From an optimization exercise on the open Yosys and OpenROAD flow, aimed at small area, a short achievable clock period and few clock cycles per item; shortcuts taken in it are not production practice.
Where RTL was checked, it was by simulation tests only, not by an equivalence proof against the original.
No activity file was given, so power comes from the tool's default toggle rates.

Design pce_codec, start of the top module:
module pce_codec (
    input  wire        clk,
    input  wire        rst,         
    input  wire        start,       
    input  wire        mode,        
    input  wire [5:0]  n_in,
    input  wire [5:0]  p_in,
    input  wire [5:0]  l_in,
    input  wire [32:0] data_in,
    output wire        done,        
    output wire [2:0]  err,         
    output wire [5:0]  res,         
    output wire [32:0] data_out
);
For scale: roughly 110 flip-flops.
Settings: LEC_CHECK=0, ABC_AREA=1, CAP_MARGIN=20, CORE_MARGIN=2, CORE_UTILIZATION=25, PLACE_DENSITY=0.5, SLEW_MARGIN=20; clock period 13.0 ns.
standard.sh (not shown) runs the stock make flow with config.mk's settings and CLKGATE_MAP_FILE= SYNTH_SCRIPT=/design/flow/synth_recipe.tcl, a recipe that flattens the netlist after the stock synthesis.
==> flow/flow/run.sh <==
#!/bin/bash
# Layout flow: the standard flow (standard.sh), with ORFS's timing repair
# asked to leave a setup margin of 7 ns instead of the default, so that the
# repair sizes and buffers the critical paths. The clock and the constraints
# are the standard flow's own.
set -euo pipefail
bash standard.sh SETUP_SLACK_MARGIN=7 finish > standard.log 2>&1
Testbench counts at the start, summed over its fixed seeds: cycles 6,638, items 1,920.
Edit:
--- a/flow/design.v
+++ b/flow/design.v
@@ -33,12 +33,13 @@
     reg [4:0]  i;                   
     reg [5:0]  rem;                 
     reg [5:0]  cnt;
     reg [3:0]  jq;                  
     reg        qsrc;                
     reg [5:0]  L;                   
+    reg        q1;                  
     reg        chg;
     reg [2:0]  err_r;
     reg        done_r;
     assign data_out = R;
     assign res      = cnt;
     assign err      = err_r;
@@ -154,18 +155,17 @@
             end
     end
     wire [5:0] ga = ({6{st[S_SCAN]}} & (6'd33 - {1'b0, i})) |
                     ({6{st[S_MPB]}}  & L) |
                     ({6{st[S_CORR]}} & ({3'b0, k} + 6'd1)) |
                     ({6{st[S_D2]}}   & {1'b0, i}) |
-                    ({6{st[S_D3]}}   & (6'd33 - L));
+                    ({6{st[S_D3]}}   & (q1 ? {1'b0, i} : 6'd33 - L));
     wire [32:0] G = rot(R, ga);
     wire [5:0] qc  = qsrc ? L : p - 6'd1 - {2'b0, jq};
     wire [6:0] i_l = {2'b0, i} + {1'b0, l};
-    wire [6:0] v1 = st[S_CORR] ? {1'b0, qc} :
-                    st[S_D2]   ? {2'b0, i} + 7'd1 : {2'b0, i} + {1'b0, L};
+    wire [6:0] v1 = st[S_CORR] ? {1'b0, qc} : {2'b0, i} + {1'b0, L};
     wire [6:0] v2 = (st[S_CORR] | st[S_D2]) ? {1'b0, p} : {1'b0, l} - {1'b0, L};
     wire [6:0] v3 = st[S_CORR] ? {1'b0, nk} - {2'b0, i} : i_l;
     wire [6:0] v4 = st[S_CORR] ? {1'b0, n} - {2'b0, i} :
                     st[S_D2]   ? {1'b0, n} + 7'd1 : {1'b0, n};
     wire [32:0] t1 = therm(v1);
     wire [32:0] t2 = therm(v2);
@@ -185,52 +185,42 @@
             else if (t3[x])  corr[x] = G[x];
             else if (t4[x])  corr[x] = rec[x];
             else if (t4e[x]) corr[x] = 1'b0;
             else             corr[x] = R[x];
         end
     end
-    wire [32:0] ein    = st[S_IDLE] ? data_in : st[S_D2] ? d2n : rep;
-    wire [5:0]  en     = st[S_IDLE] ? n_in : n;
+    wire [32:0] ein    = st[S_IDLE] ? data_in : rep;
+    wire [5:0]  eamt   = st[S_IDLE] ? nk_in : nk;
     wire [2:0]  ek3    = st[S_IDLE] ? k_in : k;
-    wire [32:0] ev     = en[5] ? (ein >> 1) : (ein << ~en[4:0]);
-    reg  [4:0]  d_idx;
-    always @* begin
-        case (ek3)
-            3'd2:    d_idx = {3'b0, ev[30:29]};
-            3'd3:    d_idx = {2'b0, ev[30:28]};
-            3'd4:    d_idx = {1'b0, ev[30:27]};
-            default: d_idx = ev[30:26];
-        endcase
-    end
-    wire        d_last = ev[31];
+    wire [32:0] esh    = ein >> eamt[4:0];         
+    wire [4:0]  d_idx  = esh[4:0] & ~(5'h1f << ek3);
+    wire        d_last = esh[ek3];
     wire [31:0] mk     = G[31:0] & t2[31:0] & 32'hffff_fffe;
     wire [15:0] h4 = mk[31:16] != 16'd0 ? mk[31:16] : mk[15:0];
     wire [7:0]  h3 = h4[15:8]  != 8'd0  ? h4[15:8]  : h4[7:0];
     wire [3:0]  h2 = h3[7:4]   != 4'd0  ? h3[7:4]   : h3[3:0];
     wire [1:0]  h1 = h2[3:2]   != 2'd0  ? h2[3:2]   : h2[1:0];
     wire [5:0]  qd = {1'b0, mk[31:16] != 16'd0, h4[15:8] != 8'd0,
                       h3[7:4] != 4'd0, h2[3:2] != 2'd0, h1[1]};
     wire        found  = |mk;
-    wire        q1now  = mk[1] && (mk[31:2] == 30'd0);
-    wire [5:0]  cnt1   = cnt + 6'd1;
+    wire        qd1    = (qd == 6'd1);
     reg  [32:0] up;
     always @* begin
         case (k)
             3'd2:    up = {R[29:0], 3'b0};
             3'd3:    up = {R[28:0], 4'b0};
             3'd4:    up = {R[27:0], 5'b0};
             default: up = {R[26:0], 6'b0};
         endcase
     end
     wire        idxbad = ({1'b0, i} > nl);
-    reg [32:0] rep, d2n;
+    reg [32:0] tail, rep;
     always @* begin
         for (x = 0; x < 33; x = x + 1) begin
-            rep[x]  = (!t1[x] && t3[x]) ? G[x] : R[x];
-            d2n[x]  = (!t3[x] && t4[x]) ? up[x] :
-                      (q1now && !t1[x] && t3[x]) ? G[0] : R[x];
+            tail[x] = (!t3[x] && t4[x]) ? up[x] : R[x];
+            rep[x]  = (!t1[x] && t3[x]) ? (q1 ? G[0] : G[x]) : R[x];
         end
     end
     always @(posedge clk) begin
         if (rst) begin
             st     <= 6'd1 << S_IDLE;
             done_r <= 1'b0;
@@ -307,39 +297,27 @@
                         err_r  <= ERR_DIVERGED;
                     end else begin
                         st  <= 6'd1 << S_SCAN;
                     end
                 end
                 st[S_D2]: begin
+                    R   <= tail;
                     L   <= qd;
-                    cnt <= cnt1;
+                    q1  <= qd1;
+                    cnt <= cnt + 6'd1;
                     if (idxbad || !found) begin
-                        R      <= d2n;
                         st     <= 6'd1 << S_IDLE;
                         done_r <= 1'b1;
                         err_r  <= ERR_MALFORMED;
-                    end else if (q1now) begin
-                        R <= d2n & {1'b0, t4[32:1]};
-                        i <= d_idx;
-                        if (d_last) begin
-                            st     <= 6'd1 << S_IDLE;
-                            done_r <= 1'b1;
-                            err_r  <= ERR_NONE;
-                        end else if (cnt1 == n) begin
-                            st     <= 6'd1 << S_IDLE;
-                            done_r <= 1'b1;
-                            err_r  <= ERR_MALFORMED;
-                        end
                     end else begin
-                        R   <= d2n;
                         st  <= 6'd1 << S_D3;
                     end
                 end
                 st[S_D3]: begin
                     L <= {L[4:0], 1'b0};
-                    if ({L, 1'b0} >= {1'b0, l}) begin
+                    if (q1 || ({L, 1'b0} >= {1'b0, l})) begin
                         R <= rep & t4;
                         i <= d_idx;
                         if (d_last) begin
                             st     <= 6'd1 << S_IDLE;
                             done_r <= 1'b1;
                             err_r  <= ERR_NONE;
The changed run finished with timing, DRC and antenna clean; wire length falls by about 1.8%; worst setup slack got worse by 0.36 ns; sequential share of layout area rises by 0.56 points; cell count falls by about 1.5%; total power rises by 21%; clock skew rises by 0.019 ns; synthesized area rises by about 1.3%; utilization falls by 1.9 points.
Function not checked in the second run of this note: the RTL went through the layout flow alone.

[afterwards: timing with drivers on the ports]
In the flow no input, the clock included, has a driving cell. The finished layouts below were timed again as built, in two steps. Step 1 assumes that a clkbuf_16 drives the clock port and a buf_2 every other input. Step 2 moves the port delays by t, midway between the first and last clock arrival at a register: inputs arrive t later, outputs are due t later. That takes back most of the time a late clock gives input paths. Three values: ideal ports, drivers, drivers and shift; two values: the first two.
run	t, ns	setup WS [ns]	worst setup path at the end	cell pins on the clock port's net
the first run	0.476	6.979 / 6.979 / 6.811	input to register	1
the second run	0.482	6.615 / 6.657 / 6.175	input to register	1
After both steps setup and hold are still met in every run listed. For the second run, which loses most, drivers alone change the setup slack by +0.042 ns; drivers and shift together by -0.440 ns.
